This is an optimization exercise on Yosys and OpenROAD, whose aim is small area, a short achievable clock period and few clock cycles, not a production implementation.
In this exercise RTL edits were held to simulation tests only and were not proved equivalent to the original.
Power and IR drop assume default switching activity.

<file path="run.sh">
#!/bin/bash
# synth_recipe.tcl (not shown) runs the flow's synth.tcl, then flattens the netlist and writes it again
# the make line also repeats each setting of config.mk as NAME=value (left out here)
make -C /OpenROAD-flow-scripts/flow DESIGN_CONFIG=/design/flow/config.mk WORK_HOME=/design/flow/orfs CLKGATE_MAP_FILE= SYNTH_SCRIPT=/design/flow/synth_recipe.tcl finish
</file>
<file path="config.mk">
export PLATFORM = sky130hd
export DESIGN_NAME = fbd_seq
export DESIGN_NICKNAME = fbd_seq
export VERILOG_FILES = /design/flow/design.v
export SDC_FILE = /design/flow/constraint.sdc
export NUM_CORES = 4
export LEC_CHECK = 0
export CAP_MARGIN = 20
export CORE_MARGIN = 2
export CORE_UTILIZATION = 40
export PLACE_DENSITY = 0.6
export SETUP_SLACK_MARGIN = 5
export SLEW_MARGIN = 20
</file>
<file path="constraint.sdc">
create_clock -name core_clock -period 10.0 [get_ports {clk}]
set_input_delay 2.0000 -clock core_clock [delete_from_list [all_inputs] [get_ports {clk}]]
set_output_delay 2.0000 -clock core_clock [all_outputs]
set_load 0.01 [all_outputs]
</file>
<file path="design.v">
module fbd_seq (
    input  wire        clk,
    input  wire        rst,
    input  wire        cmd_valid,
    input  wire [1:0]  cmd_op,         
    output wire        cmd_ready,
    input  wire [31:0] sample_rate,    
    input  wire        max_loop_en,
    input  wire [15:0] max_loop,
    output wire        playing,
    output wire        mem_req,
    output wire [15:0] mem_addr,
    input  wire        mem_gnt,
    input  wire        mem_rvalid,
    input  wire [7:0]  mem_rdata,
    output wire        ev_valid,
    output wire [2:0]  ev_kind,        
    output wire [1:0]  ev_ch,
    output wire [11:0] ev_data
);
    localparam [1:0] OP_LOAD = 2'd0, OP_TICK = 2'd1, OP_END = 2'd2, OP_SAMPLE = 2'd3;
    localparam [2:0] EV_TONE = 3'd0, EV_VOL = 3'd1, EV_MODE = 3'd2, EV_NOISE = 3'd3, EV_PULL = 3'd4;
    localparam [1:0] PH_ATTACK = 2'd0, PH_DECAY = 2'd1, PH_SUSTAIN = 2'd2, PH_RELEASE = 2'd3;
    localparam [4:0]
        S_IDLE   = 5'd0,
        S_TCH    = 5'd1,
        S_CTONE  = 5'd2,
        S_CVOL   = 5'd3,
        S_OP     = 5'd4,
        S_NDUR   = 5'd5,
        S_PEEK   = 5'd6,
        S_NVOL   = 5'd7,
        S_ARG    = 5'd8,
        S_STK    = 5'd9,
        S_PSCAN  = 5'd10,
        S_PPAR   = 5'd11,
        S_TITLE  = 5'd12,
        S_HDR    = 5'd13,
        S_LDEV   = 5'd14,
        S_MUL1   = 5'd15,
        S_MUL2   = 5'd16,
        S_DIV    = 5'd17,
        S_SETUP  = 5'd18,
        S_END    = 5'd19,
        S_POL    = 5'd20,
        S_PEND   = 5'd21,
        S_REFILL = 5'd22,
        S_FIN    = 5'd23,
        S_LCHK   = 5'd24,
        S_MSH    = 5'd25;
    localparam integer CW = 209;
    reg [CW-1:0] cs0, cs1, cs2;
    reg [25:0]   cf0, cf1, cf2;
    wire [7:0]   fd0 = cf0[25:18];
    wire [7:0]   fd1 = cf0[17:10];
    wire [7:0]   fd2 = cf0[9:2];
    wire [1:0]   fn  = cf0[1:0];
    reg  [7:0]   n_fd0, n_fd1, n_fd2;
    reg  [1:0]   n_fn;
    wire [25:0]  ncf = {n_fd0, n_fd1, n_fd2, n_fn};
    wire        pres0;
    wire [15:0] cur0;
    wire [7:0]  rem0;
    wire        tied0;
    wire [2:0]  oct0;
    wire [3:0]  semi0;
    wire [3:0]  vol0;
    wire [15:0] det0;
    wire [15:0] lpc0;
    wire [7:0]  tsl0;      
    wire [7:0]  ecur0;
    wire [1:0]  eph0;
    wire [7:0]  eal0, ear0, edr0, esl0, esr0, err0;
    wire        len0;
    wire [7:0]  ldly0, lspd0, ldep0;
    wire [15:0] ldisp0;
    wire [7:0]  lwait0, ldcnt0;
    wire        lneg0;
    wire [15:0] leff0;
    assign {pres0, cur0, rem0, tied0, oct0, semi0, vol0, det0, lpc0, tsl0,
            ecur0, eph0, eal0, ear0, edr0, esl0, esr0, err0,
            len0, ldly0, lspd0, ldep0, ldisp0, lwait0, ldcnt0, lneg0, leff0} = cs0;
    wire pres1 = cs1[CW-1];
    wire        pres1_u;
    wire [15:0] cur1, det1, lpc1, ldisp1, leff1;
    wire [7:0]  rem1, ecur1, eal1, ear1, edr1, esl1, esr1, err1, ldly1, lspd1, ldep1, lwait1, ldcnt1;
    wire        tied1, len1, lneg1;
    wire [2:0]  oct1;
    wire [3:0]  semi1, vol1;
    wire [7:0]  tsl1;
    wire [1:0]  eph1;
    assign {pres1_u, cur1, rem1, tied1, oct1, semi1, vol1, det1, lpc1, tsl1,
            ecur1, eph1, eal1, ear1, edr1, esl1, esr1, err1,
            len1, ldly1, lspd1, ldep1, ldisp1, lwait1, ldcnt1, lneg1, leff1} = cs1;
    wire [1:0]  fn1  = cf1[1:0];
    wire        pf_ok = pres1 && (rem1 == 8'd1);
    wire pres2 = cs2[CW-1];
    wire        pres2_u;
    wire [15:0] cur2, det2, lpc2, ldisp2, leff2;
    wire [7:0]  rem2, ecur2, eal2, ear2, edr2, esl2, esr2, err2, ldly2, lspd2, ldep2, lwait2, ldcnt2;
    wire        tied2, len2, lneg2;
    wire [2:0]  oct2;
    wire [3:0]  semi2, vol2;
    wire [7:0]  tsl2;
    wire [1:0]  eph2;
    assign {pres2_u, cur2, rem2, tied2, oct2, semi2, vol2, det2, lpc2, tsl2,
            ecur2, eph2, eal2, ear2, edr2, esl2, esr2, err2,
            len2, ldly2, lspd2, ldep2, ldisp2, lwait2, ldcnt2, lneg2, leff2} = cs2;
    reg         n_pres;
    reg  [15:0] n_cur;
    reg  [7:0]  n_rem;
    reg         n_tied;
    reg  [2:0]  n_oct;
    reg  [3:0]  n_semi;
    reg  [3:0]  n_vol;
    reg  [15:0] n_det;
    reg  [15:0] n_lpc;
    reg  [7:0]  n_tsl;
    reg  [7:0]  n_ecur;
    reg  [1:0]  n_eph;
    reg  [7:0]  n_eal, n_ear, n_edr, n_esl, n_esr, n_err;
    reg         n_len;
    reg  [7:0]  n_ldly, n_lspd, n_ldep;
    reg  [15:0] n_ldisp;
    reg  [7:0]  n_lwait, n_ldcnt;
    reg         n_lneg;
    reg  [15:0] n_leff;
    reg         rot;
    wire [CW-1:0] ncs = {n_pres, n_cur, n_rem, n_tied, n_oct, n_semi, n_vol, n_det, n_lpc, n_tsl,
                         n_ecur, n_eph, n_eal, n_ear, n_edr, n_esl, n_esr, n_err,
                         n_len, n_ldly, n_lspd, n_ldep, n_ldisp, n_lwait, n_ldcnt, n_lneg, n_leff};
    reg [15:0] sk_start [0:23];
    reg [15:0] sk_end   [0:23];
    reg [7:0]  sk_cnt   [0:23];
    reg        sk_val   [0:23];
    wire        t_ne    = (tsl0 != 8'd0);
    wire [7:0]  psl     = t_ne ? {tsl0[6:0], 1'b0} : 8'd1;    
    wire [7:0]  bsl     = {1'b0, tsl0[7:1]};                   
    reg  [23:0] rsel, psel;
    reg  [15:0] t_start, t_end;
    reg  [7:0]  t_cnt;
    reg         t_val;
    integer     si;
    always @(*) begin
        t_start = 16'd0;
        t_end   = 16'd0;
        t_cnt   = 8'd0;
        t_val   = 1'b0;
        for (si = 0; si < 24; si = si + 1) begin
            rsel[si] = (ch == si / 8) && tsl0[si % 8];
            psel[si] = (ch == si / 8) && psl[si % 8];
            if (rsel[si]) begin
                t_start = t_start | sk_start[si];
                t_end   = t_end   | sk_end[si];
                t_cnt   = t_cnt   | sk_cnt[si];
                t_val   = t_val   | sk_val[si];
            end
        end
    end
    wire        tj40    = (t_cnt != 8'd1);                     
    wire        tb30    = t_ne && (t_cnt == 8'd1) && t_val;    
    reg  [4:0]  state;
    reg         ready_r;
    reg  [1:0]  ch;
    reg         from_s;
    reg         pflag;
    reg         ml_en;
    reg  [15:0] ml;
    reg  [31:0] W;             
    reg         sd1, sd2, sc;   
    reg  [12:0] rr;            
    reg  [13:0] er;            
    reg  [19:0] bud;           
    reg  [15:0] ptab;
    reg  [15:0] pa;
    reg  [7:0]  a0;
    reg  [7:0]  op;
    reg  [4:0]  k;
    reg  [15:0] fa;
    reg         fs7;
    reg  [2:0]  lim;           
    reg         fen;
    reg         req_r;
    reg         drop_r;
    reg         evv;
    reg  [2:0]  evk;
    reg  [1:0]  evc;
    reg  [11:0] evd;
    assign cmd_ready = ready_r;
    assign playing   = pres0 | pres1 | pres2;
    assign mem_req   = req_r;
    assign mem_addr  = fa;
    assign ev_valid  = evv;
    assign ev_kind   = evk;
    assign ev_ch     = evc;
    assign ev_data   = evd;
    function [15:0] tone_table;
        input [3:0] semi;
        case (semi)
            4'd0:    tone_table = 16'd3200;
            4'd1:    tone_table = 16'd3020;
            4'd2:    tone_table = 16'd2851;
            4'd3:    tone_table = 16'd2691;
            4'd4:    tone_table = 16'd2540;
            4'd5:    tone_table = 16'd2397;
            4'd6:    tone_table = 16'd2263;
            4'd7:    tone_table = 16'd2136;
            4'd8:    tone_table = 16'd2016;
            4'd9:    tone_table = 16'd1903;
            4'd10:   tone_table = 16'd1796;
            4'd11:   tone_table = 16'd1695;
            default: tone_table = 16'd0;
        endcase
    endfunction
    function [6:0] pitch_split;
        input [6:0] p;
        integer i;
        reg [2:0] o;
        reg [6:0] s;
        begin
            o = 3'd0;
            for (i = 1; i < 8; i = i + 1)
                if (p >= i * 12) o = i;
            s = p - o * 12;
            pitch_split = {o, s[3:0]};
        end
    endfunction
    function [11:0] note_base;
        input [6:0] p;
        reg [6:0] ps;
        begin
            ps = pitch_split(p);
            note_base = tone_table(ps[3:0]);
        end
    endfunction
    reg  signed [16:0] A, B;
    wire [15:0]        base0    = tone_table(semi0);
    wire [15:0]        base1    = tone_table(semi1);
    wire signed [16:0] p_rot    = $signed({5'b00000, base1[11:0]}) + $signed(det1);
    wire [15:0]        eff_nt   = tied0 ? leff0 : 16'd0;
    wire signed [16:0] b_note   = $signed({det0[15], det0}) + $signed({eff_nt[15], eff_nt});
    wire        lf1_fire = len1 && (lwait1 <= 8'd1);
    wire [15:0] lf1_eff  = lneg1 ? leff1 - ldisp1 : leff1 + ldisp1;
    reg         nx_fire;
    wire [15:0] nx_eff = B[15:0];
    wire signed [17:0] tone_sum = $signed({A[16], A}) + $signed({B[16], B});
    wire signed [17:0] tone_shr = tone_sum >>> oct0;
    wire [11:0] tone_out = (tone_shr < 18'sd1)    ? 12'd1 :
                           (tone_shr > 18'sd4095) ? 12'd4095 : tone_shr[11:0];
    wire [8:0] att_sum  = {1'b0, ecur1} + {1'b0, ear1};
    wire [7:0] e_rate   = (eph1 == PH_DECAY) ? edr1 : (eph1 == PH_SUSTAIN) ? esr1 : err1;
    wire [7:0] e_sub    = (ecur1 > e_rate) ? ecur1 - e_rate : 8'd0;
    reg  [7:0] env_cur;
    reg  [1:0] env_ph;
    reg  [7:0] nx_cur;
    reg  [1:0] nx_ph;
    always @(*) begin
        env_cur = e_sub;
        env_ph  = eph1;
        case (eph1)
            PH_ATTACK: begin
                if (att_sum[8]) begin
                    env_cur = 8'd255;
                    env_ph  = PH_DECAY;
                end else begin
                    env_cur = att_sum[7:0];
                end
            end
            PH_DECAY: begin
                if (e_sub < esl1) begin
                    env_cur = esl1;
                    env_ph  = PH_SUSTAIN;
                end
            end
            default: ;
        endcase
    end
    wire        lf_fire = nx_fire;
    wire        lf_flip = (ldcnt0 <= 8'd1);
    wire [7:0]  vol_in   = (state == S_TCH || state == S_IDLE) ? nx_cur : ecur0;
    wire [11:0] vol_prod = vol_in * vol0;
    wire [3:0]  vol_out  = vol_prod[11:8];
    wire        sr_ok    = (sample_rate >= 32'd60) && (sample_rate <= 32'd42949672);
    wire [13:0] div_tr   = {rr, W[31]};
    wire        div_ge   = (div_tr >= 14'd5994);
    wire [13:0] er_sum   = er + {1'b0, rr};
    wire        lp_hit   = pres0 && (lpc0 >= ml);
    wire        granted  = req_r & mem_gnt;
    wire        arrive   = mem_rvalid & ~drop_r;
    wire        hv       = (fn != 2'd0);
    wire [7:0]  hb       = fd0;
    localparam [2:0] C_REST = 3'd0, C_NOTE = 3'd1, C_ARG = 3'd2, C_BRK = 3'd3,
                     C_REND = 3'd4, C_VUP = 3'd5, C_VDN = 3'd6, C_TERM = 3'd7;
    function [5:0] bclass;       
        input [7:0] b;
        reg [2:0] c;
        begin
            if (b < 8'h80)      c = C_REST;
            else if (b < 8'hE0) c = C_NOTE;
            else case (b)
                8'hE0, 8'hE1, 8'hE2, 8'hE5, 8'hE9, 8'hEA, 8'hEB, 8'hEC: c = C_ARG;
                8'hE3:   c = C_BRK;
                8'hE4:   c = C_REND;
                8'hE6:   c = C_VUP;
                8'hE7:   c = C_VDN;
                default: c = C_TERM;
            endcase
            bclass = {b == 8'h00, b == 8'hFF, b == 8'hE8, c};
        end
    endfunction
    reg  [5:0]  hc;
    wire [2:0]  hcls     = hc[2:0];
    wire        h_e8     = hc[3];
    wire        h_ff     = hc[4];
    wire        h_00     = hc[5];
    reg  [4:0]  n_state;
    reg         n_ready;
    reg  [1:0]  n_ch;
    reg         n_from_s, n_pflag;
    reg  [15:0] n_ptab, n_pa;
    reg  [7:0]  n_a0, n_op;
    reg  [4:0]  n_k;
    reg         n_evv;
    reg  [2:0]  n_evk;
    reg  [1:0]  n_evc;
    reg  [11:0] n_evd;
    reg         consume, flush, resume;
    reg  [15:0] ftgt;
    reg         fstr7;
    reg         fsplice;       
    reg         carry, zdep, clr_fifos;
    task start_stream;
        input [15:0] a;
        input        s7;
        begin
            flush = 1'b1;
            ftgt  = a;
            fstr7 = s7;
        end
    endtask
    task emit;
        input [2:0]  kd;
        input [1:0]  c;
        input [11:0] d;
        begin
            n_evv = 1'b1;
            n_evk = kd;
            n_evc = c;
            n_evd = d;
        end
    endtask
    task chan_done;
        begin
            rot = 1'b1;
            if (ch == 2'd2) begin
                n_ch = 2'd0;
                if (from_s && (n_pres | pres1 | pres2)) begin
                    n_state = S_REFILL;
                end else begin
                    n_state = S_IDLE;
                    n_ready = 1'b1;
                end
            end else begin
                n_ch    = ch + 2'd1;
                n_state = S_TCH;
            end
        end
    endtask
    task lfo_restart;
        input [7:0] dly;
        input [7:0] dp;
        begin
            n_lwait = dly;
            n_ldcnt = {1'b0, dp[7:1]};
            n_lneg  = 1'b0;
            n_leff  = 16'd0;
        end
    endtask
    task fresh_part;
        input [15:0] start;
        input        present;
        begin
            n_pres  = present;
            n_cur   = start;
            n_rem   = 8'd1;
            n_tied  = 1'b0;
            n_oct   = 3'd0;
            n_semi  = 4'd12;
            n_vol   = 4'd15;
            n_det   = 16'd0;
            n_lpc   = 16'd0;
            n_tsl   = 8'd0;
            n_ecur  = 8'd0;
            n_eph   = PH_RELEASE;
            n_eal   = 8'd255;
            n_ear   = 8'd255;
            n_edr   = 8'd0;
            n_esl   = 8'd0;
            n_esr   = 8'd0;
            n_err   = 8'd255;
            n_len   = 1'b0;
            n_ldly  = 8'd0;
            n_lspd  = 8'd0;
            n_ldep  = 8'd0;
            n_ldisp = 16'd0;
            n_lwait = 8'd0;
            n_ldcnt = 8'd0;
            n_lneg  = 1'b0;
            n_leff  = 16'd0;
        end
    endtask
    task tick_cont;
        begin
            n_rem = rem0 - 8'd1;
            if (len0) begin
                if (!lf_fire) begin
                    n_lwait = lwait0 - 8'd1;
                end else begin
                    n_lwait = lspd0;
                    n_leff  = nx_eff;
                    if (lf_flip) begin
                        n_ldcnt = ldep0;
                        n_lneg  = ~lneg0;
                    end else begin
                        n_ldcnt = ldcnt0 - 8'd1;
                    end
                end
            end
            n_ecur = nx_cur;
            n_eph  = nx_ph;
            if (lf_fire) begin
                emit(EV_TONE, ch, tone_out);
                n_state = S_CVOL;
            end else begin
                emit(EV_VOL, ch, {8'd0, vol_out});
                chan_done;
            end
        end
    endtask
    wire [15:0] hdr_val = {hb, a0};
    wire        op_here = hv && (state == S_OP || (state == S_TCH && pres0 && rem0 == 8'd1));
    wire        rend_wr = op_here && (hcls == C_REND) && t_ne;
    wire        push_wr = hv && (state == S_ARG) && (op == 8'hE2) && !tsl0[7];
    wire [6:0]  psplit  = pitch_split(hb[6:0]);
    task do_op;
        begin
            consume = 1'b1;
            n_cur   = cur0 + 16'd1;
            n_op    = hb;
            n_k     = 5'd0;
            n_state = S_OP;
            if (hcls == C_REST) begin
                n_rem = {1'b0, hb[6:0]} + 8'd1;
                if (!tied0) n_eph = PH_RELEASE;
                chan_done;
            end else if (hcls == C_NOTE) begin
                n_oct   = psplit[6:4];
                n_semi  = psplit[3:0];
                if (!tied0) begin
                    n_ecur = eal0;
                    n_eph  = (eal0 == 8'd255) ? PH_DECAY : PH_ATTACK;
                    lfo_restart(ldly0, ldep0);
                end
                n_state = S_NDUR;
            end else begin
                case (hcls)
                    C_ARG:
                        n_state = S_ARG;
                    C_BRK: begin
                        if (tb30) begin
                            n_cur = t_end;
                            n_tsl = bsl;
                            start_stream(t_end, 1'b0);
                        end
                    end
                    C_REND: if (t_ne) begin
                        if (!tj40) begin
                            n_tsl = bsl;
                        end else begin
                            if (t_cnt == 8'd0 && lpc0 != 16'hFFFF) n_lpc = lpc0 + 16'd1;
                            n_cur = t_start;
                            start_stream(t_start, 1'b0);
                        end
                    end
                    C_VUP: if (vol0 != 4'd15) n_vol = vol0 + 4'd1;
                    C_VDN: if (vol0 != 4'd0)  n_vol = vol0 - 4'd1;
                    default: begin
                        emit(EV_VOL, ch, 12'd0);
                        n_pres = 1'b0;
                        chan_done;
                    end
                endcase
            end
        end
    endtask
    always @(*) begin
        {n_pres, n_cur, n_rem, n_tied, n_oct, n_semi, n_vol, n_det, n_lpc, n_tsl,
         n_ecur, n_eph, n_eal, n_ear, n_edr, n_esl, n_esr, n_err,
         n_len, n_ldly, n_lspd, n_ldep, n_ldisp, n_lwait, n_ldcnt, n_lneg, n_leff} = cs0;
        rot      = 1'b0;
        carry    = 1'b0;
        zdep     = 1'b0;
        clr_fifos = 1'b0;
        n_state  = state;
        n_ready  = ready_r;
        n_ch     = ch;
        n_from_s = from_s;
        n_pflag  = pflag;
        n_ptab   = ptab;
        n_pa     = pa;
        n_a0     = a0;
        n_op     = op;
        n_k      = k;
        n_evv    = 1'b0;
        n_evk    = 3'd0;
        n_evc    = 2'd0;
        n_evd    = 12'd0;
        consume  = 1'b0;
        flush    = 1'b0;
        resume   = 1'b0;
        ftgt     = cur0;
        fstr7    = 1'b0;
        fsplice  = 1'b0;
        case (state)
            S_IDLE: if (cmd_valid) begin
                case (cmd_op)
                    OP_LOAD: begin
                        clr_fifos = 1'b1;
                        if (sr_ok) begin
                            n_ready = 1'b0;
                            n_pa    = 16'd0;
                            n_ch    = 2'd0;
                            n_state = S_TITLE;
                            start_stream(16'd0, 1'b0);
                        end
                    end
                    OP_TICK: begin
                        n_ready  = 1'b0;
                        n_ch     = 2'd0;
                        n_from_s = 1'b0;
                        n_state  = S_TCH;
                        if (!pres0)               chan_done;
                        else if (rem0 != 8'd1)    tick_cont;
                    end
                    OP_END: begin
                        n_ready = 1'b0;
                        n_ch    = 2'd0;
                        n_state = S_END;
                    end
                    default: if (pres0 | pres1 | pres2) begin    
                        emit(EV_PULL, 2'd0, 12'd0);
                        if (bud == 20'd1) begin
                            n_ready = 1'b0;
                            n_ch    = 2'd0;
                            n_pflag = 1'b0;
                            n_state = S_POL;
                        end
                    end
                endcase
            end
            S_TCH: begin
                if (!pres0) begin
                    chan_done;
                end else begin
                    n_rem = rem0 - 8'd1;
                    if (rem0 != 8'd1) begin
                        tick_cont;
                    end else begin
                        resume  = !fen;
                        n_state = S_OP;
                        if (hv) do_op;
                    end
                end
            end
            S_CTONE: begin
                emit(EV_TONE, ch, tone_out);
                n_state = S_CVOL;
            end
            S_CVOL: begin
                emit(EV_VOL, ch, {8'd0, vol_out});
                chan_done;
            end
            S_OP: if (hv) do_op;
            S_NDUR: if (hv) begin
                consume = 1'b1;
                n_cur   = cur0 + 16'd1;
                n_rem   = hb;
                emit(EV_TONE, ch, tone_out);
                n_state = S_PEEK;
            end
            S_PEEK: if (hv) begin
                if (h_e8) begin
                    consume = 1'b1;
                    n_cur   = cur0 + 16'd1;
                    n_tied  = 1'b1;
                end else begin
                    n_tied  = 1'b0;
                end
                emit(EV_VOL, ch, {8'd0, vol_out});
                chan_done;
            end
            S_ARG: if (hv) begin
                consume = 1'b1;
                n_cur   = cur0 + 16'd1;
                n_k     = k + 5'd1;
                n_state = S_OP;
                case (op)
                    8'hE0: begin
                        n_a0    = hb;
                        n_pa    = ptab;
                        n_state = S_PSCAN;
                        start_stream(ptab, 1'b1);
                    end
                    8'hE1: n_vol = (hb > 8'd15) ? 4'd15 : hb[3:0];
                    8'hE2: if (!tsl0[7]) begin
                        n_tsl    = psl;
                    end
                    8'hE5: emit(EV_NOISE, 2'd0, {4'd0, hb});
                    8'hEB: begin
                        n_len = (hb != 8'd0);
                        lfo_restart(ldly0, ldep0);
                    end
                    8'hEC: emit(EV_MODE, ch, (hb == 8'd1) ? 12'd1 :
                                             (hb == 8'd2) ? 12'd2 :
                                             (hb == 8'd3) ? 12'd3 : 12'd0);
                    8'hE9: begin
                        if (k[0] == 1'b0) begin
                            n_det[7:0] = hb;
                            n_state    = S_ARG;
                        end else begin
                            n_det[15:8] = hb;
                        end
                    end
                    default: begin   
                        case (k[2:0])
                            3'd0: begin n_ldly = hb;        n_state = S_ARG; end
                            3'd1: begin n_lspd = hb;        n_state = S_ARG; end
                            3'd2: begin n_ldep = hb;        n_state = S_ARG; end
                            3'd3: begin n_ldisp[7:0] = hb;  n_state = S_ARG; end
                            default: begin
                                n_ldisp[15:8] = hb;
                                n_len         = 1'b1;
                                lfo_restart(ldly0, ldep0);
                            end
                        endcase
                    end
                endcase
            end
            S_PSCAN: if (hv) begin
                if (h_ff) begin
                    n_state = S_OP;
                    start_stream(cur0, 1'b0);
                end else if (hb == a0) begin
                    n_k     = 5'd0;
                    n_state = S_PPAR;
                    fsplice = 1'b1;
                    start_stream(pa + 16'd1, 1'b0);
                end else begin
                    consume = 1'b1;
                    n_pa    = pa + 16'd7;
                end
            end
            S_PPAR: if (hv) begin
                consume = 1'b1;
                n_k     = k + 5'd1;
                case (k[2:0])
                    3'd0:    n_eal = hb;
                    3'd1:    n_ear = hb;
                    3'd2:    n_edr = hb;
                    3'd3:    n_esl = hb;
                    3'd4:    n_esr = hb;
                    default: n_err = hb;
                endcase
                if (k[2:0] == 3'd5) n_state = S_OP;
            end
            S_TITLE: if (hv) begin
                consume = 1'b1;
                if (h_00) begin
                    n_k     = 5'd0;
                    n_state = S_HDR;
                end else begin
                    n_pa = pa + 16'd1;
                end
            end
            S_HDR: if (hv) begin
                consume = 1'b1;
                n_k     = k + 5'd1;
                if (k[0]) n_a0 = hb;
                if (k[3:0] == 4'd2) n_ptab = hdr_val + pa;
                if (k[3:0] == 4'd4 || k[3:0] == 4'd6 || k[3:0] == 4'd8) begin
                    fresh_part(hdr_val + pa, hdr_val != 16'd0);
                    rot   = 1'b1;
                    zdep  = 1'b1;
                    carry = (k[3:0] != 4'd8);
                    n_ch  = (ch == 2'd2) ? 2'd0 : ch + 2'd1;
                end
                if (k[3:0] == 4'd8) begin
                    n_k     = 5'd0;
                    n_state = S_LDEV;
                end
            end
            S_LDEV: begin
                n_k = k + 5'd1;
                case (k[3:0])
                    4'd0: emit(EV_MODE,  2'd0, 12'd1);
                    4'd1: emit(EV_VOL,   2'd0, 12'd0);
                    4'd2: emit(EV_TONE,  2'd0, 12'd0);
                    4'd3: emit(EV_MODE,  2'd1, 12'd1);
                    4'd4: emit(EV_VOL,   2'd1, 12'd0);
                    4'd5: emit(EV_TONE,  2'd1, 12'd0);
                    4'd6: emit(EV_MODE,  2'd2, 12'd1);
                    4'd7: emit(EV_VOL,   2'd2, 12'd0);
                    4'd8: emit(EV_TONE,  2'd2, 12'd0);
                    default: begin
                        emit(EV_NOISE, 2'd0, 12'd0);
                        n_k     = 5'd0;
                        n_state = S_MUL1;
                    end
                endcase
            end
            S_MUL1, S_MUL2: begin
                n_k = k + 5'd1;
                if (k == 5'd31) n_state = (state == S_MUL1) ? S_MUL2 : S_MSH;
            end
            S_MSH: begin
                n_k     = 5'd0;
                n_state = S_DIV;
            end
            S_DIV: begin
                n_k = k + 5'd1;
                if (k == 5'd31) n_state = S_SETUP;
            end
            S_SETUP: begin
                n_state = S_IDLE;
                n_ready = 1'b1;
            end
            S_END, S_PEND: begin
                if (pres0) emit(EV_VOL, ch, 12'd0);
                n_pres = 1'b0;
                rot    = 1'b1;
                if (ch == 2'd2) begin
                    n_ch    = 2'd0;
                    n_state = S_IDLE;
                    n_ready = 1'b1;
                end else begin
                    n_ch = ch + 2'd1;
                end
            end
            S_POL: begin
                rot     = 1'b1;
                n_pflag = pflag | lp_hit;
                if (ch == 2'd2) begin
                    n_ch = 2'd0;
                    if (ml_en && (pflag | lp_hit)) begin
                        n_state = S_PEND;
                    end else begin
                        n_from_s = 1'b1;
                        n_state  = S_TCH;
                    end
                end else begin
                    n_ch = ch + 2'd1;
                end
            end
            S_REFILL: begin
                n_state = S_IDLE;
                n_ready = 1'b1;
            end
            S_FIN: begin
                if (from_s && (pres0 | pres1 | pres2)) begin
                    n_state = S_REFILL;
                end else begin
                    n_state = S_IDLE;
                    n_ready = 1'b1;
                end
            end
            default: begin
                n_state = S_IDLE;
                n_ready = 1'b1;
            end
        endcase
        n_fd0 = consume ? fd1 : fd0;
        n_fd1 = consume ? fd2 : fd1;
        n_fd2 = fd2;
        n_fn  = fn - {1'b0, consume};
        if (arrive) begin
            case (n_fn)
                2'd0:    n_fd0 = mem_rdata;
                2'd1:    n_fd1 = mem_rdata;
                default: n_fd2 = mem_rdata;
            endcase
            n_fn = n_fn + 2'd1;
        end
        if (flush || clr_fifos) n_fn = 2'd0;
    end
    always @(posedge clk) begin
        if (rot) begin
            cs0 <= cs1;
            cs1 <= cs2;
            cs2 <= ncs;
            cf0 <= carry ? ncf : cf1;
            cf1 <= cf2;
            cf2 <= zdep ? {ncf[25:2], 2'b00} : ncf;
        end else begin
            cs0 <= ncs;
            cf0 <= ncf;
            if (clr_fifos) begin
                cf1[1:0] <= 2'd0;
                cf2[1:0] <= 2'd0;
            end
        end
        for (si = 0; si < 24; si = si + 1) begin
            if (push_wr && psel[si]) begin
                sk_start[si] <= cur0 + 16'd1;
                sk_cnt[si]   <= hb;
                sk_val[si]   <= 1'b0;
            end
            if (rend_wr && rsel[si]) begin
                sk_end[si]   <= cur0 + 16'd1;
                sk_cnt[si]   <= (t_cnt == 8'd0) ? 8'd0 : t_cnt - 8'd1;
                sk_val[si]   <= 1'b1;
            end
        end
        state   <= n_state;
        if (rot) begin
            nx_cur <= env_cur;
            nx_ph  <= env_ph;
        end
        if (rot) begin
            A       <= p_rot;
            B       <= {lf1_eff[15], lf1_eff};
            nx_fire <= lf1_fire;
        end else if (state == S_OP || (state == S_TCH && rem0 == 8'd1)) begin
            A       <= {5'b00000, note_base(fd0[6:0])};
            B       <= b_note;
        end
        ready_r <= n_ready;
        ch      <= n_ch;
        from_s  <= n_from_s;
        pflag   <= n_pflag;
        ptab    <= n_ptab;
        pa      <= n_pa;
        a0      <= n_a0;
        op      <= n_op;
        k       <= n_k;
        evv     <= n_evv;
        evk     <= n_evk;
        evc     <= n_evc;
        evd     <= n_evd;
        if (state == S_IDLE && cmd_valid && cmd_op == OP_LOAD && sr_ok) begin
            W     <= sample_rate;
            ml_en <= max_loop_en;
            ml    <= max_loop;
        end
        if (state == S_LDEV) begin
            sd1 <= 1'b0;
            sd2 <= 1'b0;
            sc  <= 1'b0;
        end
        if (state == S_MUL1 || state == S_MUL2) begin
            W   <= {W[0] ^ sd2 ^ sc, W[31:1]};
            sc  <= (W[0] & sd2) | (W[0] & sc) | (sd2 & sc);
            sd2 <= (k == 5'd31) ? 1'b0 : sd1;
            sd1 <= (k == 5'd31) ? 1'b0 : W[0];
            if (k == 5'd31) sc <= 1'b0;
            rr  <= 13'd0;
        end
        if (state == S_MSH) W <= {W[29:0], 2'b00};
        if (state == S_DIV) begin
            W  <= {W[30:0], div_ge};
            rr <= div_ge ? div_tr[12:0] - 13'd5994 : div_tr[12:0];
        end
        if (state == S_SETUP) begin
            bud <= W[19:0];
            er  <= {1'b0, rr} - 14'd5994;
        end
        if (state == S_IDLE && cmd_valid && cmd_op == OP_SAMPLE && playing)
            bud <= bud - 20'd1;
        if (state == S_REFILL) begin
            if (!er_sum[13]) begin
                er  <= er_sum - 14'd5994;
                bud <= W[19:0] + 20'd1;
            end else begin
                er  <= er_sum;
                bud <= W[19:0];
            end
        end
        hc <= (rot && !carry) ? bclass(cf1[25:18]) : bclass(n_fd0);
        if (rot && !carry) begin
            drop_r <= granted;
            fa     <= cur1 + {14'd0, fn1};
            fs7    <= 1'b0;
            lim    <= 3'd0;
            fen    <= pf_ok;
            req_r  <= pf_ok && (fn1 != 2'd3);
        end else if (clr_fifos && !flush) begin
            drop_r <= granted;
            fen    <= 1'b0;
            req_r  <= 1'b0;
        end else if (flush) begin
            drop_r <= granted;
            fa     <= ftgt;
            fs7    <= fstr7;
            lim    <= fsplice ? 3'd6 : 3'd0;
            fen    <= 1'b1;
            req_r  <= 1'b1;
        end else begin
            drop_r <= 1'b0;
            if (resume) begin
                fa  <= cur0 + {14'd0, fn};
                fs7 <= 1'b0;
                fen <= 1'b1;
                lim <= 3'd0;
            end else if (granted) begin
                if (lim == 3'd1) fa <= cur0;
                else             fa <= fa + (fs7 ? 16'd7 : 16'd1);
                if (lim != 3'd0) lim <= lim - 3'd1;
            end
            req_r <= (fen | resume) &&
                     ({1'b0, n_fn} + {2'b00, granted} <= 3'd2);
        end
        if (rst) begin
            state   <= S_IDLE;
            ready_r <= 1'b1;
            ch      <= 2'd0;
            evv     <= 1'b0;
            req_r   <= 1'b0;
            fen     <= 1'b0;
            drop_r  <= 1'b0;
            lim     <= 3'd0;
            cs0[CW-1] <= 1'b0;
            cs1[CW-1] <= 1'b0;
            cs2[CW-1] <= 1'b0;
        end
    end
endmodule
</file>
==> results.cfg, run 1 <==
[run_status]
status = finished clean

[floorplanning]
die_y_microns = 485
die_w_microns = 485
initial_core_util = 0.402
pin_count = 101
die_area_sq_mm = 0.235
rows = 176
core_sq_mm = 0.230

[setup_path]
worstPathArrival_ns = 5.43
required_ns = 10.48
cp_max_fo = 30
crit_start = state[3]$_SDFFE_PP0P_
path_cells = buf_4, or3b_4, nor2_4, nand2_1, or3_1, nor2_2, buf_4, nand2_1, inv_1
r2r_cells = 9
r2r-start = state[3]$_SDFFE_PP0P_
criticalPathCategory = reg -> reg
worst_setup_path_start_kind = flip-flop
r2r_setup_slack_ns = 5.05
rr_endpoint = sk_start[20][10]$_DFFE_PP_
critical_path.max_stage_delay_ns = 0.90
endpoint_kind = flip-flop
endpoint = sk_start[20][10]$_DFFE_PP_
crit_slowest_cell = inv_1

[timing]
max-slew-margin-rel = 0.118
fin_setup_tns_ns = 0
fmax_mhz = 202
finalCritPeriodShare = 0.495
clock_skew_ns = 0.0822
finalWorstPathRequiredPeriod_ns = 4.95
finalHoldViolations = 0
setup_viol = 0
layout_setup_ws_ns = 5.05
hold_ws_ns = 0.397
rsz0062_at_grt = yes
worstMarginPinSlew_ns = 1.32
drv_slew = 0

[logic_synthesis]
synth.largest_area_cell = edfxtp_1
synthTopCellsByCount = 1643 x edfxtp_1, 1220 x nand2_1, 467 x nor2_1, 456 x o21ai_0, 424 x clkbuf_1
yosysMostFrequentCell = edfxtp_1
netlist_area_sq_mm = 0.0925
yosysUniqueCellTypes = 104
ys_warn_count = 5
yosysTopAreaCellShare = 0.533
ys.flop_type = edfxtp_1
synthesis.nets = 8395
synth_seq_area_share = 0.601
synthCells = 8110
ys_seq_elements = 1955
synth_edf_count = 1643
synth.avg_cell_area_sq_um = 11.4
postSynth.asyncResetShare = 0
synth_area_leaders = edfxtp_1 53%, dfxtp_1 6.8%, nand2_1 5.0%

[cts]
cts_tree = built
cts_buffers = 208
cts-root-buf = clkbuf_16
hold_buffers = 0
cts.sinks = 1955
path_clk_slew_ns = 0.06
htreeDepth = 4
clockBufferDepth = 3
clk_latency_ns = 0.90

[global_routing]
grt_antenna_before_repair = 11
grt_pass1_wl_mm = 460
grt_usage = 0.261
overflow = 0
grt_max_degree = 178
grt_pass1_vias = 67000

[pwr]
p_per_area_mw_per_mm2 = 365
power.leakage_uw = 0.0375
ir_worst_vdd_v = 0.000321

[detailed_routing]
via_per_inst = 6.17
drt_iter0_drc = 9341
drt_wl_total_mm = 317
wl_per_cell_microns = 28.0
firstDrtPassIters = 10
drc = 0
antenna_left = 0
vias = 70000

[cells_and_area]
drive_above_1_share = 0.110
fin_area_sq_mm = 0.105
syn_to_final_growth_pct = 13.6
fin_nets = 8420
seq_area_sq_mm = 0.0556
multiInputGateArea_sq_mm = 0.0345
final.fill_count = 20800

[hold_path]
min-delay-start = cs2[101]$_DFFE_PP_
hold_class = reg -> reg

[flow_run]
maxCapViolations = 0

[place]
place_congestion = 0.963
dp.final_hpwl_mm = 200
place_area_sq_mm = 0.0972
pre_cts_ws_ns = 3.40
numPortBuffers = 100
worst max-delay path, delay by kind of cell (launching register included):
kind | cells | cell delay, ns
DFF | 1 | 0.36
buffers and inverters | 3 | 1.59
and+or+nand+nor | 6 | 2.55
cell families (layout without fill, tap and decap cells):
| family | after synthesis | in the layout | synth area share |
|---|---|---|---|
| other | 0 | 5 | 0 |
| buffers and inverters | 787 | 988 | 0.0331 |
| AO/OA/AOI/OAI | 2110 | 2110 | 0.156 |
| XOR/XNOR | 221 | 221 | 0.0209 |
| adder cells (fa/ha/maj) | 221 | 221 | 0.0318 |
| AND/OR/NAND/NOR | 2532 | 2536 | 0.123 |
| flip-flops | 1955 | 1955 | 0.601 |
| multiplexers | 284 | 284 | 0.0336 |
metal layers:
layer  vias up  track usage  share of wire
li1      30700            -              -
met4        12        0.107          0.045
met5         -            0        0.00055
met1     34500        0.347           0.40
met2      3983        0.416           0.46
met3       772       0.0524          0.098
final cells by class:
cell class | count | share of cell area
clock buffers | 274 | 0.0549
flip-flops and latches | 1955 | 0.529
multi-input cells | 5372 | 0.328
repair buffers | 349 | 0.0303
diodes | 5 | 0.000119
well taps | 3026 | 0.0360
clock inverters | 116 | 0.0121
inverters | 249 | 0.00901
worst min path at each step:
stage / cells past startpoint / slack (ns) / end
global placement: 0 / 0.40 / cs1[30]$_DFFE_PP_
detailed placement: 0 / 0.40 / cs1[167]$_DFFE_PP_
floorplan: 0 / 0.40 / cf1[10]$_DFFE_PP_
finish: 0 / 0.40 / cs1[101]$_DFFE_PP_
global route: 0 / 0.41 / cs1[101]$_DFFE_PP_
CTS: 0 / 0.40 / cs1[101]$_DFFE_PP_
through the flow:
step	utilization	power, uW	instances
after detailed placement	0.423	29700	10900
after floorplan	-	24100	8110
after global routing	0.457	40300	11300
after global placement	0.423	29400	10900
after CTS	0.455	37800	11300
final	0.457	38300	11300
power by group:
group          switching, uW  internal (uW)
Combinational          10900           5630
Sequential              1620          12300
Clock                   3400           4530
state kept, by name, indices dropped and copies added (netlist names), 13 cells and up:
signal	count
A	17
B	17
W	32
bud	20
cf0	26
cf1	26
cf2	26
cs0	209
cs1	209
cs2	209
er	14
fa	16
ml	16
pa	16
ptab	16
rr	13
sk_cnt	192
sk_end	384
sk_start	384
sk_val	24
cells in the final DEF (no fill, tap or decap), drive strengths merged, types with 30 or more instances in the layout:
cell              n
o22ai            41
a22o            123
a21oi           368
nor3            142
a32oi            53
buf             246
a22oi           233
clkinv           84
edfxtp         1643
a21o             54
nor4             51
o2111ai          30
o31ai            83
o211ai           49
a221oi          101
a31oi           110
a222oi           64
clkbuf          275
nand4            84
nand2b           53
nand3           195
nor2            470
nand2          1220
a211oi           75
xnor2           153
mux2i           118
mux2            161
and2             82
xor2             68
and3             61
o21ai           477
nor2b            58
or2              30
dfxtp           312
clkdlybuf4s50   100
inv             255
ha              198
timing repair:
item,CTS,global route
pin swaps,8,9
endpoints found under the hold margin,0,0
resized for setup,35,52
cloned,3,4
buffers inserted,17,21
endpoints found under the setup margin,375,300
Testbench counts, summed over its fixed seeds: cycles 36,581.
==> inputs of run 2 (changes only) <==
==> flow/run.sh (new file) <==
#!/bin/bash
set -euo pipefail
bash standard.sh SETUP_SLACK_MARGIN=5.8 finish > standard_flow.log 2>&1
==> standard.sh (new file) <==
#!/bin/bash
# synth_recipe.tcl (not shown) runs the flow's synth.tcl, then flattens the netlist and writes it again
# the make line also repeats each setting of config.mk as NAME=value (left out here)
make -C /OpenROAD-flow-scripts/flow DESIGN_CONFIG=/design/flow/config.mk WORK_HOME=/design/flow/orfs CLKGATE_MAP_FILE= SYNTH_SCRIPT=/design/flow/synth_recipe.tcl "${@:-finish}"
removed: run.sh
==> results.cfg, run 2 <==
[run_status]
status = finished clean

[place]
place_congestion = 0.940
dp.final_hpwl_mm = 199
numPortBuffers = 100

[logic_synthesis]
synth_top_family_by_area = compound AO/OA/AOI/OAI gates
muxShareOfSynthArea = 0.0336
postSynth.asyncResetShare = 0
synthCells = 8110
synth_area_leaders = edfxtp_1 53%, dfxtp_1 6.8%, nand2_1 5.0%
ys_seq_elements = 1955
yosysTopAreaCellShare = 0.533
synth.avg_cell_area_sq_um = 11.4
synthSimpleGateAreaFrac = 0.123
ys.flop_type = edfxtp_1
synthTopCellsByCount = 1643 x edfxtp_1, 1220 x nand2_1, 467 x nor2_1, 456 x o21ai_0, 424 x clkbuf_1
synth_fa_ha_area_frac = 0.0318
synthesis.nets = 8395
ys_warn_count = 5
synth.largest_area_cell = edfxtp_1
synth_xor_area_frac = 0.0209
yosysUniqueCellTypes = 104
synth_edf_count = 1643
netlist_area_sq_mm = 0.0925
synth_seq_area_share = 0.601
synth_compound_area_frac = 0.156
yosysMostFrequentCell = edfxtp_1

[floorplanning]
die_area_sq_mm = 0.235
initial_core_util = 0.402
pin_count = 101
die_w_microns = 485
die_y_microns = 485
rows = 176
core_sq_mm = 0.230

[hold_path]
hold_class = reg -> reg

[detailed_routing]
drt_iter0_drc = 9572
drt_wl_total_mm = 328
antenna_left = 0
routedLengthMet1_mm = 127
top_layer = met5
drc = 0
wl_per_cell_microns = 28.6
vias = 71400
wl_met2_mm = 150
firstDrtPassIters = 9
wl_met3_mm = 35.0
via_per_inst = 6.23

[timing]
drv_slew = 0
rsz0062_at_grt = yes
worstMarginPinSlew_ns = 1.25
setup_viol = 0
fin_setup_tns_ns = 0
hold_ws_ns = 0.370
finalWorstPathRequiredPeriod_ns = 4.57
finalCritPeriodShare = 0.457
max-slew-margin-rel = 0.165
fmax_mhz = 219
finalHoldViolations = 0
clock_skew_ns = 0.0796

[cts]
hold_buffers = 0
cts.sinks = 1955
htreeDepth = 4
cts_buffers = 202
clockBufferDepth = 3
path_clk_slew_ns = 0.06
cts-root-buf = clkbuf_16
cts_tree = built
clk_latency_ns = 0.89

[setup_path]
worst_setup_path_start_kind = flip-flop
worstPathArrival_ns = 5.27
cp_max_fo = 14
criticalPathCategory = reg -> reg
path_cells = buf_12, nor4_4, buf_6, mux2i_4, nand2b_4, fa_1, fa_1, inv_1, ha_1, nand4_1, o31ai_2, a21oi_2, o21bai_2, a21oi_2, xnor2_2, a222oi_1, o21ai_1
critical_path.max_stage_delay_ns = 0.62
required_ns = 10.70
crit_slowest_cell = a222oi_1
endpoint_kind = flip-flop

[cells_and_area]
final_common_cell = edfxtp_1
reg_top3 = sk_end x384, sk_start x384
layout_common_cells = 1643 x edfxtp_1, 1190 x nand2_1, 445 x nor2_1
drive_above_1_share = 0.145
final.fill_count = 20600
syn_to_final_growth_pct = 16.7
fin_nets = 8544

[global_routing]
grt_pass1_wl_mm = 469
overflow = 0
grt_antenna_before_repair = 19
grt_pass1_vias = 68400
grt_usage = 0.267
grt_max_degree = 218

[flow_run]
maxCapViolations = 0

[pwr]
ir_worst_vdd_v = 0.000469
power.leakage_uw = 0.0385
p_per_area_mw_per_mm2 = 371
==> run 2: cell types whose count changed in the layout (fill, tap and decap cells not counted), moves of 16 or more <==
cell,change
nand2_1,-26
ha_1,-18
buf_6,+18
clkdlybuf4s50_1,-32
o21ai_0,-31
dlygate4sd2_1,+25
buf_12,+27
nor3_1,-16
buf_4,+47
nand2_2,+25
o21ai_1,+17
==> run 2: area by class of cell <==
type,count,area [sq um],area share
Sequential cell,1955,55700,0.516
Multi-Input combinational cell,5374,35700,0.331
Clock buffer,276,5570,0.0516
Timing Repair Buffer,474,5000,0.0463
Tap cell,3026,3790,0.0351
Clock inverter,97,1180,0.0110
Inverter,249,988,0.00916
Timing Repair inverter,3,22.5,0.000209
Antenna cell,7,17.5,0.000162
==> run 2: worst paths after layout <==
kind / depth (start not counted) / end / startpoint / slack, ns
hold / removal: 0 / cs1[85]$_DFFE_PP_ / cs2[85]$_DFFE_PP_ / 0.37
setup / recovery: 17 / evd[1]$_DFF_P_ / state[2]$_SDFFE_PP0P_ / 5.43
setup reg to reg: 17 / evd[1]$_DFF_P_ / state[2]$_SDFFE_PP0P_ / 5.43
hold reg to reg: 0 / cs1[85]$_DFFE_PP_ / cs2[85]$_DFFE_PP_ / 0.37
==> run 2: what timing repair did <==
item / 4_1_cts / 5_1_grt
pin swaps: 84 / 69
gates resized for setup: 337 / 177
setup endpoints to repair: 1870 / 468
endpoints found under the hold margin: 0 / 0
buffers inserted: 104 / 60
gates cloned: 21 / 7
==> run 2: per-stage QoR <==
stage          setup slack (ns)  std cells  cell area, sq um  power, uW   util
3_3_place_gp               3.76      10900             97100      29400  0.422
3_5_place_dp               3.65      10900             97200      29700  0.423
6_report                   5.43      11500            108000      40000  0.469
4_1_cts                    5.47      11400            106000      38900  0.463
2_1_floorplan              5.17       8110             92700      24200      -
5_1_grt                    5.34      11500            108000      42000  0.469
==> run 2: metal layers <==
layer / track usage / up-vias
met5: 0 / -
met4: 0.114 / 10
met3: 0.0620 / 879
met2: 0.423 / 4222
met1: 0.351 / 35300
li1: - / 30900
==> run 2: kinds of logic after synthesis <==
group	after synthesis
simple gates	2532
fa+ha+maj	221
flops	1955
compound gates	2110
xor+xnor	221
buf+inv	787
mux	284
==> run 2: power by group <==
| part | switching (uW) | internal, uW | total, uW |
|---|---|---|---|
| logic | 11800 | 6670 | 18500 |
| clock network | 3400 | 4320 | 7720 |
| registers | 1580 | 12300 | 13900 |
| total | 16800 | 23300 | 40000 |
==> run 2: worst max-delay path, delay by kind of cell, from the launching register on <==
family,cells,cell delay [ns]
and+or+nand+nor,3,0.49
adders and majority gates,3,1.18
xor gates and xnor gates,1,0.17
buffers and inverters,3,0.40
DFF,1,0.38
AOI/OAI and AO/OA,6,1.47
muxes,1,0.28
==> inputs of run 3 (changes only) <==
==> flow/run.sh (replaced) <==
#!/bin/bash
set -euo pipefail
bash standard.sh SETUP_SLACK_MARGIN=5.5 finish > standard_flow.log 2>&1
==> results.cfg, run 3 <==
[logic_synthesis]
ys.flop_type = edfxtp_1
synthCells = 8110
yosysMostFrequentCell = edfxtp_1
synth_compound_area_frac = 0.156
synth_top_family_by_area = compound AO/OA/AOI/OAI gates
yosysTopAreaCellShare = 0.533
synth.avg_cell_area_sq_um = 11.4
ys_seq_elements = 1955
synthesis.nets = 8395
muxShareOfSynthArea = 0.0336
synth.largest_area_cell = edfxtp_1
synthTopCellsByCount = 1643 x edfxtp_1, 1220 x nand2_1, 467 x nor2_1, 456 x o21ai_0, 424 x clkbuf_1
synth_xor_area_frac = 0.0209
netlist_area_sq_mm = 0.0925
synth_fa_ha_area_frac = 0.0318
synth_edf_count = 1643
synth_area_leaders = edfxtp_1 53%, dfxtp_1 6.8%, nand2_1 5.0%
ys_warn_count = 5
synth_seq_area_share = 0.601
synthSimpleGateAreaFrac = 0.123
postSynth.asyncResetShare = 0
yosysUniqueCellTypes = 104

[setup_path]
worst_setup_path_start_kind = flip-flop
critical_path.max_stage_delay_ns = 0.43
endpoint_kind = flip-flop
path_delay_family = compound AO/OA/AOI/OAI gates
criticalPathCategory = reg -> reg
path_buf_inv = 6
cp_max_fo = 7
worstPathArrival_ns = 5.25
path_cells = buf_12, buf_8, buf_4, mux2_2, o21ai_1, ha_1, inv_1, o21bai_1, a21oi_2, o21bai_1, a21oi_2, buf_4, nor3_4, ha_4, a21oi_4, nor2b_4, o21ai_2, nand2b_4, a2111oi_4, or2_4, buf_6, and4_1, a311oi_2
crit_slowest_cell = edfxtp_1
required_ns = 10.61

[detailed_routing]
antenna_left = 0
via_per_inst = 6.17
drt_wl_total_mm = 317
drt_iter0_drc = 9922
wl_per_cell_microns = 27.8
vias = 70300
firstDrtPassIters = 7
drc = 0

[global_routing]
grt_antenna_before_repair = 7
grt_max_degree = 87
grt_usage = 0.260
grt_pass1_wl_mm = 458
overflow = 0
grt_pass1_vias = 66900

[cells_and_area]
syn_to_final_growth_pct = 14.9
final_common_cell = edfxtp_1
utilization = 0.462
antenna_cells = 0
fin_nets = 8472
reg_top3 = sk_end x384, sk_start x384
layout_common_cells = 1643 x edfxtp_1, 1201 x nand2_1, 455 x nor2_1
drive_above_1_share = 0.128

[floorplanning]
initial_core_util = 0.402
die_w_microns = 485
die_area_sq_mm = 0.235
rows = 176
pin_count = 101
die_y_microns = 485
core_sq_mm = 0.230

[pwr]
combPwrFrac = 0.448
ir_worst_vdd_v = 0.000213
power.leakage_uw = 0.0379
clockPowerShare = 0.196
p_sw_uw = 16300
pwr-share-seq = 0.356
internal_power_uw = 22800
p_per_area_mw_per_mm2 = 368
switching_share = 0.416

[timing]
drv_slew = 0
finalHoldViolations = 0
clock_skew_ns = 0.0819
setup_viol = 0
finalWorstPathRequiredPeriod_ns = 4.65
rsz0062_at_grt = yes
max-slew-margin-rel = 0.270
fin_setup_tns_ns = 0
worstMarginPinSlew_ns = 1.09
fmax_mhz = 215
finalCritPeriodShare = 0.465

[place]
place_congestion = 0.947
numPortBuffers = 100
dp.final_hpwl_mm = 199

[cts]
path_clk_slew_ns = 0.06
hold_buffers = 0
clk_latency_ns = 0.92
htreeDepth = 4
clockBufferDepth = 3
cts-root-buf = clkbuf_16
cts_buffers = 203
cts_tree = built
cts.sinks = 1955

[flow_run]
maxCapViolations = 0

[hold_path]
hold_class = reg -> reg

[run_status]
status = finished clean
==> run 3: cell count changes in the layout (fill, tap and decap cells not counted), moves of 9 or more <==
cell,before,now
clkdlybuf4s50_1,68,77
ha_1,178,189
nand2_2,27,17
clkinv_2,26,35
ha_2,12,3
nand2_1,1190,1201
buf_12,32,9
buf_4,263,241
nor2_2,17,8
dlygate4sd2_1,25,0
dlymetal6s2s_1,3,21
o21ai_0,420,435
nor2_1,445,455
==> run 3: cell families (layout without fill, tap and decap cells) <==
kind of cell               count (synthesis)  in the layout
DFF                                     1955           1955
muxes                                    284            284
and+or+nand+nor                         2532           2536
buffers and inverters                    787           1031
adders and majority gates                221            221
AOI/OAI and AO/OA                       2110           2110
xor gates and xnor gates                 221            221
==> run 3: worst paths after layout <==
kind / from / endpoint / slack, ns / cells past startpoint
worst max-delay path: cs1[123]$_DFFE_PP_ / nx_cur[7]$_DFFE_PP_ / 5.35 / 23
worst min-delay path: cs2[107]$_DFFE_PP_ / cs1[107]$_DFFE_PP_ / 0.38 / 0
worst max register to register: cs1[123]$_DFFE_PP_ / nx_cur[7]$_DFFE_PP_ / 5.35 / 23
worst min register to register: cs2[107]$_DFFE_PP_ / cs1[107]$_DFFE_PP_ / 0.38 / 0
==> run 3: layout make-up <==
type	count	area, sq um
clock buffers	267	5460
clock inverters	109	1220
fillers	20600	124000
inverters	249	1020
multi-input cells	5372	35200
flip-flops and latches	1955	55600
well taps	3026	3790
repair buffers	405	3910
repair inverters	1	8.76
==> run 3: power by group through the flow <==
stage / clock network, uW / logic [uW] / registers [uW]
after floorplan: 0 / 11000 / 13100
after global placement: 0 / 15300 / 14000
after detailed placement: 0 / 15600 / 14100
after CTS: 7750 / 16400 / 13900
after global routing: 8060 / 18900 / 14100
final: 7670 / 17500 / 13900
==> run 3: stage by stage <==
stage,hold WS (ns),cell area [sq um],cells,worst slack (ns),total power (uW)
after detailed placement,0.405,97200,10900,3.83,29600
after global placement,0.400,97100,10900,3.91,29300
final,0.381,106000,11400,5.35,39100
after CTS,0.376,105000,11300,5.48,38100
after floorplan,0.400,92700,8110,5.17,24100
after global routing,0.386,106000,11400,5.20,41000
==> run 3: layer usage <==
layer	vias to the layer above	GRT usage	part of all wire
li1	30800	-	-
met1	34600	0.347	0.40
met5	-	0	0.000098
met2	4031	0.418	0.46
met4	6	0.0984	0.040
met3	784	0.0508	0.10
==> run 3: timing repair <==
item | in CTS | in global routing
endpoints found under the setup margin | 1540 | 606
gates resized for setup | 167 | 170
buffers inserted | 60 | 39
gates cloned | 12 | 2
pin swaps | 34 | 72
==> inputs of run 4 (changes only) <==
--- a/design.v
+++ b/design.v
@@ -250,4 +250,9 @@
     wire [8:0] att_sum  = {1'b0, ecur1} + {1'b0, ear1};
-    wire [7:0] e_rate   = (eph1 == PH_DECAY) ? edr1 : (eph1 == PH_SUSTAIN) ? esr1 : err1;
-    wire [7:0] e_sub    = (ecur1 > e_rate) ? ecur1 - e_rate : 8'd0;
+    wire [8:0] e_dd     = {1'b0, ecur1} - {1'b0, edr1};
+    wire [8:0] e_ds     = {1'b0, ecur1} - {1'b0, esr1};
+    wire [8:0] e_dr     = {1'b0, ecur1} - {1'b0, err1};
+    wire [7:0] e_subd   = e_dd[8] ? 8'd0 : e_dd[7:0];
+    wire [7:0] e_sub    = (eph1 == PH_DECAY)   ? e_subd :
+                          (eph1 == PH_SUSTAIN) ? (e_ds[8] ? 8'd0 : e_ds[7:0]) :
+                                                 (e_dr[8] ? 8'd0 : e_dr[7:0]);
     reg  [7:0] env_cur;
@@ -269,3 +274,3 @@
             PH_DECAY: begin
-                if (e_sub < esl1) begin
+                if (e_subd < esl1) begin
                     env_cur = esl1;
@@ -279,5 +284,5 @@
     wire        lf_flip = (ldcnt0 <= 8'd1);
-    wire [7:0]  vol_in   = (state == S_TCH || state == S_IDLE) ? nx_cur : ecur0;
-    wire [11:0] vol_prod = vol_in * vol0;
-    wire [3:0]  vol_out  = vol_prod[11:8];
+    wire [11:0] vol_pnx  = nx_cur * vol0;
+    wire [11:0] vol_pcur = ecur0 * vol0;
+    wire [3:0]  vol_out  = (state == S_TCH || state == S_IDLE) ? vol_pnx[11:8] : vol_pcur[11:8];
     wire        sr_ok    = (sample_rate >= 32'd60) && (sample_rate <= 32'd42949672);
==> flow/run.sh (replaced) <==
#!/bin/bash
set -euo pipefail
bash standard.sh SETUP_SLACK_MARGIN=6.0 finish > standard_flow.log 2>&1
==> results.cfg, run 4 <==
[cts]
clk_latency_ns = 0.91
cts_buffers = 204
cts.sinks = 1955
hold_buffers = 0
cts-root-buf = clkbuf_16
cts_tree = built
htreeDepth = 4
path_clk_slew_ns = 0.06
clockBufferDepth = 3

[cells_and_area]
fin_nets = 8598
utilization = 0.472
final_common_cell = edfxtp_1
layout_common_cells = 1643 x edfxtp_1, 1024 x nand2_1, 501 x o21ai_0
reg_top3 = sk_end x384, sk_start x384
drive_above_1_share = 0.150
final_cells = 11500
syn_to_final_growth_pct = 17.6
final.fill_count = 20600
seq_area_sq_mm = 0.0557
multiInputGateArea_sq_mm = 0.0365

[pwr]
ir_worst_vdd_v = 0.000215
switching_share = 0.413
combPwrFrac = 0.448
clockPowerShare = 0.205
pwr-share-seq = 0.346
p_sw_uw = 16200
p_per_area_mw_per_mm2 = 358
power_uw = 39200
power.leakage_uw = 0.0397
internal_power_uw = 23000

[timing]
clock_skew_ns = 0.0971
drv_slew = 0
fin_setup_tns_ns = 0
worstMarginPinSlew_ns = 1.05
finalHoldViolations = 0
setup_viol = 0
rsz0062_at_grt = yes
finalWorstPathRequiredPeriod_ns = 4.26
layout_setup_ws_ns = 5.74
max-slew-margin-rel = 0.299
finalCritPeriodShare = 0.426
fmax_mhz = 235

[detailed_routing]
wl_per_cell_microns = 28.3
firstDrtPassIters = 9
drt_wl_total_mm = 325
drt_iter0_drc = 9034
drc = 0
via_per_inst = 6.18
antenna_left = 0
vias = 71000

[setup_path]
r2r_cells = 19
crit_cells = 19
worst_setup_path_start_kind = flip-flop
path_buf_inv = 3
endpoint_kind = flip-flop
required_ns = 10.81
r2r_setup_slack_ns = 5.74
critical_path.max_stage_delay_ns = 0.49
cp_max_fo = 39
criticalPathCategory = reg -> reg
crit_start = cs0[134]$_DFF_P_
r2r-start = cs0[134]$_DFF_P_
path_cells = buf_6, a222oi_1, nand4_1, a22oi_2, o21ai_4, or3_4, nor4_4, buf_4, nor2_4, o311a_4, nand3_2, inv_1, ha_2, ha_1, nor2_1, a21oi_1, o21ai_0, o21ai_1, a21oi_1
worstPathArrival_ns = 5.06
endpoint = req_r$_SDFF_PP0_
rr_endpoint = req_r$_SDFF_PP0_
path_delay_family = compound AO/OA/AOI/OAI gates
cpMostUsedCell = a21oi_1
crit_slowest_cell = a222oi_1

[global_routing]
grt_pass1_vias = 67100
grt_antenna_before_repair = 11
grt_pass1_wl_mm = 466
grt_max_degree = 151
grt_usage = 0.264
overflow = 0

[logic_synthesis]
ys_seq_elements = 1955
synth_xor_area_frac = 0.0224
synthSimpleGateAreaFrac = 0.117
postSynth.asyncResetShare = 0
synth.avg_cell_area_sq_um = 11.6
ys.flop_type = edfxtp_1
yosysUniqueCellTypes = 111
yosysMostFrequentCell = edfxtp_1
synth_edf_count = 1643
ys_warn_count = 5
synth_compound_area_frac = 0.166
synth_seq_area_share = 0.597
synth_area_leaders = edfxtp_1 53%, dfxtp_1 6.7%, nand2_1 4.3%
synthesis.nets = 8386
synth_fa_ha_area_frac = 0.0385
synthCells = 8058
netlist_area_sq_mm = 0.0931
muxShareOfSynthArea = 0.0268
synth_top_family_by_area = compound AO/OA/AOI/OAI gates
synth.largest_area_cell = edfxtp_1
yosysTopAreaCellShare = 0.530
synthTopCellsByCount = 1643 x edfxtp_1, 1057 x nand2_1, 536 x o21ai_0, 472 x nor2_1, 394 x clkbuf_1

[run_status]
status = finished clean

[place]
pre_cts_ws_ns = 3.04
place_congestion = 0.950
numPortBuffers = 100
dp_cells = 10900
dp.final_hpwl_mm = 200

[floorplanning]
pin_count = 101
initial_core_util = 0.401
rows = 177
core_sq_mm = 0.232
die_area_sq_mm = 0.237
die_w_microns = 487
die_y_microns = 487

[flow_run]
maxCapViolations = 0

[hold_path]
hold_class = reg -> reg
-- run 4: kinds of logic (layout without fill, tap and decap cells) --
logic type               count (synthesis)  count (layout)
AND/OR/NAND/NOR                       2366            2373
AO/OA/AOI/OAI                         2226            2227
flip-flops                            1955            1955
buffers and inverters                  776            1160
adder cells (fa/ha/maj)                265             265
XOR/XNOR                               238             239
multiplexers                           232             232
other                                    0               3
-- run 4: metrics by stage --
stage / area (sq um) / hold slack [ns]
CTS: 108000 / 0.367
global placement: 98100 / 0.400
global route: 110000 / 0.379
floorplan: 93400 / 0.400
finish: 110000 / 0.369
detailed placement: 98100 / 0.405
-- run 4: what timing repair did --
action                     4_1_cts  5_1_grt
cloned                          27        4
setup endpoints to repair     2193      831
setup buffers                  111       75
pin swaps                       47       58
resized for setup              280      204
-- run 4: final cells by class --
cell class | instances | area share
Antenna cell | 3 | 0.0000685
Clock buffer | 273 | 0.0510
Clock inverter | 114 | 0.0141
Inverter | 264 | 0.0100
Multi-Input combinational cell | 5336 | 0.334
Sequential cell | 1955 | 0.508
Tap cell | 3043 | 0.0348
Timing Repair Buffer | 506 | 0.0480
Timing Repair inverter | 3 | 0.000445
-- run 4: power by group through the flow --
stage                     Clock, uW  Sequential, uW  Combinational [uW]
after detailed placement          0           13800               15200
after floorplan                   0           12900               10700
after global placement            0           13700               15000
final                          8060           13600               17600
after CTS                      8140           13600               16500
after global routing           8450           13700               18900
-- run 4: worst min-delay path by stage --
| stage | start | endpoint | cells after the start | slack [ns] |
|---|---|---|---|---|
| 6_report | cs2[42]$_DFFE_PP_ | cs1[42]$_DFFE_PP_ | 0 | 0.37 |
| 3_3_place_gp | cs2[2]$_DFFE_PP_ | cs1[2]$_DFFE_PP_ | 0 | 0.40 |
| 2_1_floorplan | cf2[10]$_DFFE_PP_ | cf1[10]$_DFFE_PP_ | 0 | 0.40 |
| 3_5_place_dp | cf2[13]$_DFFE_PP_ | cf1[13]$_DFFE_PP_ | 0 | 0.40 |
| 4_1_cts | cs2[41]$_DFFE_PP_ | cs1[41]$_DFFE_PP_ | 0 | 0.37 |
| 5_1_grt | cs2[41]$_DFFE_PP_ | cs1[41]$_DFFE_PP_ | 0 | 0.38 |
-- run 4: metal layers --
layer	share of wire	vias to the layer above	track usage	routed length (microns)
met1	0.40	35300	0.351	129000
met4	0.043	12	0.0975	13900
li1	-	31100	-	-
met5	0.00026	-	0	83
met2	0.47	3887	0.429	152000
met3	0.094	765	0.0513	30400
Testbench counts of run 4, summed over its fixed seeds: cycles 36,581.
==> inputs of run 5 (changes only) <==
==> flow/run.sh (replaced) <==
#!/bin/bash
set -euo pipefail
bash standard.sh SETUP_SLACK_MARGIN=6.3 finish > standard_flow.log 2>&1
==> results.cfg, run 5 <==
[run_status]
status = finished clean

[logic_synthesis]
ys_warn_count = 5
synth_area_leaders = edfxtp_1 53%, dfxtp_1 6.7%, nand2_1 4.3%
synthTopCellsByCount = 1643 x edfxtp_1, 1057 x nand2_1, 536 x o21ai_0, 472 x nor2_1, 394 x clkbuf_1
yosysTopAreaCellShare = 0.530
yosysUniqueCellTypes = 111
synth.largest_area_cell = edfxtp_1
yosysMostFrequentCell = edfxtp_1
synthCells = 8058
postSynth.asyncResetShare = 0
synth.avg_cell_area_sq_um = 11.6
synthesis.nets = 8386
netlist_area_sq_mm = 0.0931
synth_edf_count = 1643
ys.flop_type = edfxtp_1
ys_seq_elements = 1955
synth_seq_area_share = 0.597

[floorplanning]
rows = 177
die_area_sq_mm = 0.237
initial_core_util = 0.401
pin_count = 101
core_sq_mm = 0.232
die_y_microns = 487
die_w_microns = 487

[detailed_routing]
drt_iter0_drc = 9517
drc = 0
drt_wl_total_mm = 336
firstDrtPassIters = 7
via_per_inst = 6.23
vias = 72800
antenna_left = 0
wl_per_cell_microns = 28.7

[place]
numPortBuffers = 100
dp.final_hpwl_mm = 203
place_congestion = 0.923
dp_cells = 10900
pre_cts_ws_ns = 3.23

[timing]
finalCritPeriodShare = 0.434
worstMarginPinSlew_ns = 1.12
finalWorstPathRequiredPeriod_ns = 4.34
rsz0062_at_grt = yes
clock_skew_ns = 0.105
finalHoldViolations = 0
fmax_mhz = 231
fin_setup_tns_ns = 0
layout_setup_ws_ns = 5.66
setup_viol = 0
max-slew-margin-rel = 0.248
drv_slew = 0

[setup_path]
cp_max_fo = 29
endpoint_kind = flip-flop
critical_path.max_stage_delay_ns = 0.41
required_ns = 10.75
worstPathArrival_ns = 5.08
path_cells = buf_12, buf_6, buf_4, nor3b_2, buf_8, a22oi_1, nand4_1, nor3_4, ha_4, buf_4, buf_12, a31oi_4, nor2_4, o311a_4, buf_12, nand3_4, inv_4, ha_4, inv_2, ha_4, a21oi_2, o21ai_1, o21ai_1, a21oi_1
criticalPathCategory = reg -> reg
crit_slowest_cell = buf_8
worst_setup_path_start_kind = flip-flop

[global_routing]
grt_antenna_before_repair = 13
grt_pass1_wl_mm = 477
grt_usage = 0.271
overflow = 0
grt_max_degree = 99
grt_pass1_vias = 68700

[cts]
cts_buffers = 208
cts_tree = built
hold_buffers = 0
path_clk_slew_ns = 0.07
htreeDepth = 4
cts-root-buf = clkbuf_16
clockBufferDepth = 3
clk_latency_ns = 0.91
cts.sinks = 1955

[pwr]
p_per_area_mw_per_mm2 = 363
power.leakage_uw = 0.0412
ir_worst_vdd_v = 0.000227

[cells_and_area]
final_cells = 11700
fin_nets = 8779
drive_above_1_share = 0.193
reg_top3 = sk_end x384, sk_start x384
layout_common_cells = 1643 x edfxtp_1, 1014 x nand2_1, 473 x o21ai_0
syn_to_final_growth_pct = 21.3
final_common_cell = edfxtp_1

[flow_run]
maxCapViolations = 0

[hold_path]
hold_class = reg -> reg
[run 5: cell types whose count changed in the layout (fill, tap and decap cells not counted), moves of 14 or more]
cell	before	now
buf_4	301	395
buf_6	32	72
clkdlybuf4s50_1	83	48
o21ai_0	501	473
dlygate4sd2_1	6	28
a21oi_1	309	289
buf_12	37	57
a21oi_2	17	35
o21ai_2	17	34
ha_1	218	202
nor2_1	434	419
clkinv_2	32	46
mux2_2	112	98
mux2_4	2	16
[run 5: final timing paths]
path / start / endpoint / slack (ns) / cells after the start
max reg2reg: ch[1]$_SDFFE_PP0P_ / req_r$_SDFF_PP0_ / 5.66 / 24
min reg2reg: cs2[58]$_DFFE_PP_ / cs1[58]$_DFFE_PP_ / 0.37 / 0
min: cs2[58]$_DFFE_PP_ / cs1[58]$_DFFE_PP_ / 0.37 / 0
max: ch[1]$_SDFFE_PP0P_ / req_r$_SDFF_PP0_ / 5.66 / 24
[run 5: metal layers]
metal / up-vias / routed length, microns / GRT usage
met1: 36100 / 132000 / 0.362
met3: 904 / 34800 / 0.0618
met4: 10 / 15700 / 0.112
met5: - / 67 / 0
met2: 4321 / 153000 / 0.425
li1: 31500 / - / -
[run 5: critical path: cells and delay by family (launching register included)]
| kind | cells | cell delay [ns] |
|---|---|---|
| buffers and inverters | 9 | 1.34 |
| AO/OA/AOI/OAI | 7 | 1.13 |
| AND/OR/NAND/NOR | 5 | 0.80 |
| adder cells (fa/ha/maj) | 3 | 0.54 |
| flip-flops | 1 | 0.40 |
[run 5: report_power, final]
part	leakage [uW]	total, uW	switching (uW)	internal, uW
clock network	0.00349	8060	3480	4580
registers	0.0177	13600	1480	12100
logic	0.0200	19400	12100	7250
total	0.0412	41000	17100	23900
[run 5: through the flow]
step / hold slack [ns] / util / power (uW) / cell area (sq um)
after floorplan: 0.400 / - / 23700 / 93600
after global placement: 0.401 / 0.423 / 28800 / 98100
after detailed placement: 0.405 / 0.423 / 29100 / 98200
after CTS: 0.367 / 0.475 / 39400 / 110000
after global routing: 0.364 / 0.487 / 42900 / 113000
final: 0.368 / 0.487 / 41000 / 113000
[run 5: what timing repair did]
item,CTS,global route
gates resized for setup,607,329
buffers inserted,252,105
cloned,31,16
setup endpoints to repair,2359,878
pin swaps,139,151
[run 5: cells by family after synthesis]
| family | count (synthesis) | share of synthesized area |
|---|---|---|
| and+or+nand+nor | 2366 | 0.117 |
| AOI/OAI and AO/OA | 2226 | 0.166 |
| DFF | 1955 | 0.597 |
| buffers and inverters | 776 | 0.0330 |
| adders and majority gates | 265 | 0.0385 |
| xor gates and xnor gates | 238 | 0.0224 |
| muxes | 232 | 0.0268 |
[run 5: final cells by class]
cell class                 instances  area [sq um]
antenna                            8          20.0
clock buffer                     266          5680
clock inverter                   128          1500
fill                           20200        119000
inverter                         264          1120
multi-input combinational       5341         38000
sequential                      1955         55700
tap                             3043          3810
timing repair buffer             678          7150
timing repair inverter             3          48.8

Check on run 5: ideal ports give 5.665 ns setup slack; a clkbuf_16 on the clock port and buf_2 on the inputs give 5.665 ns; moving port delays by the midpoint clock arrival (0.963 ns) as well gives 4.952 ns.
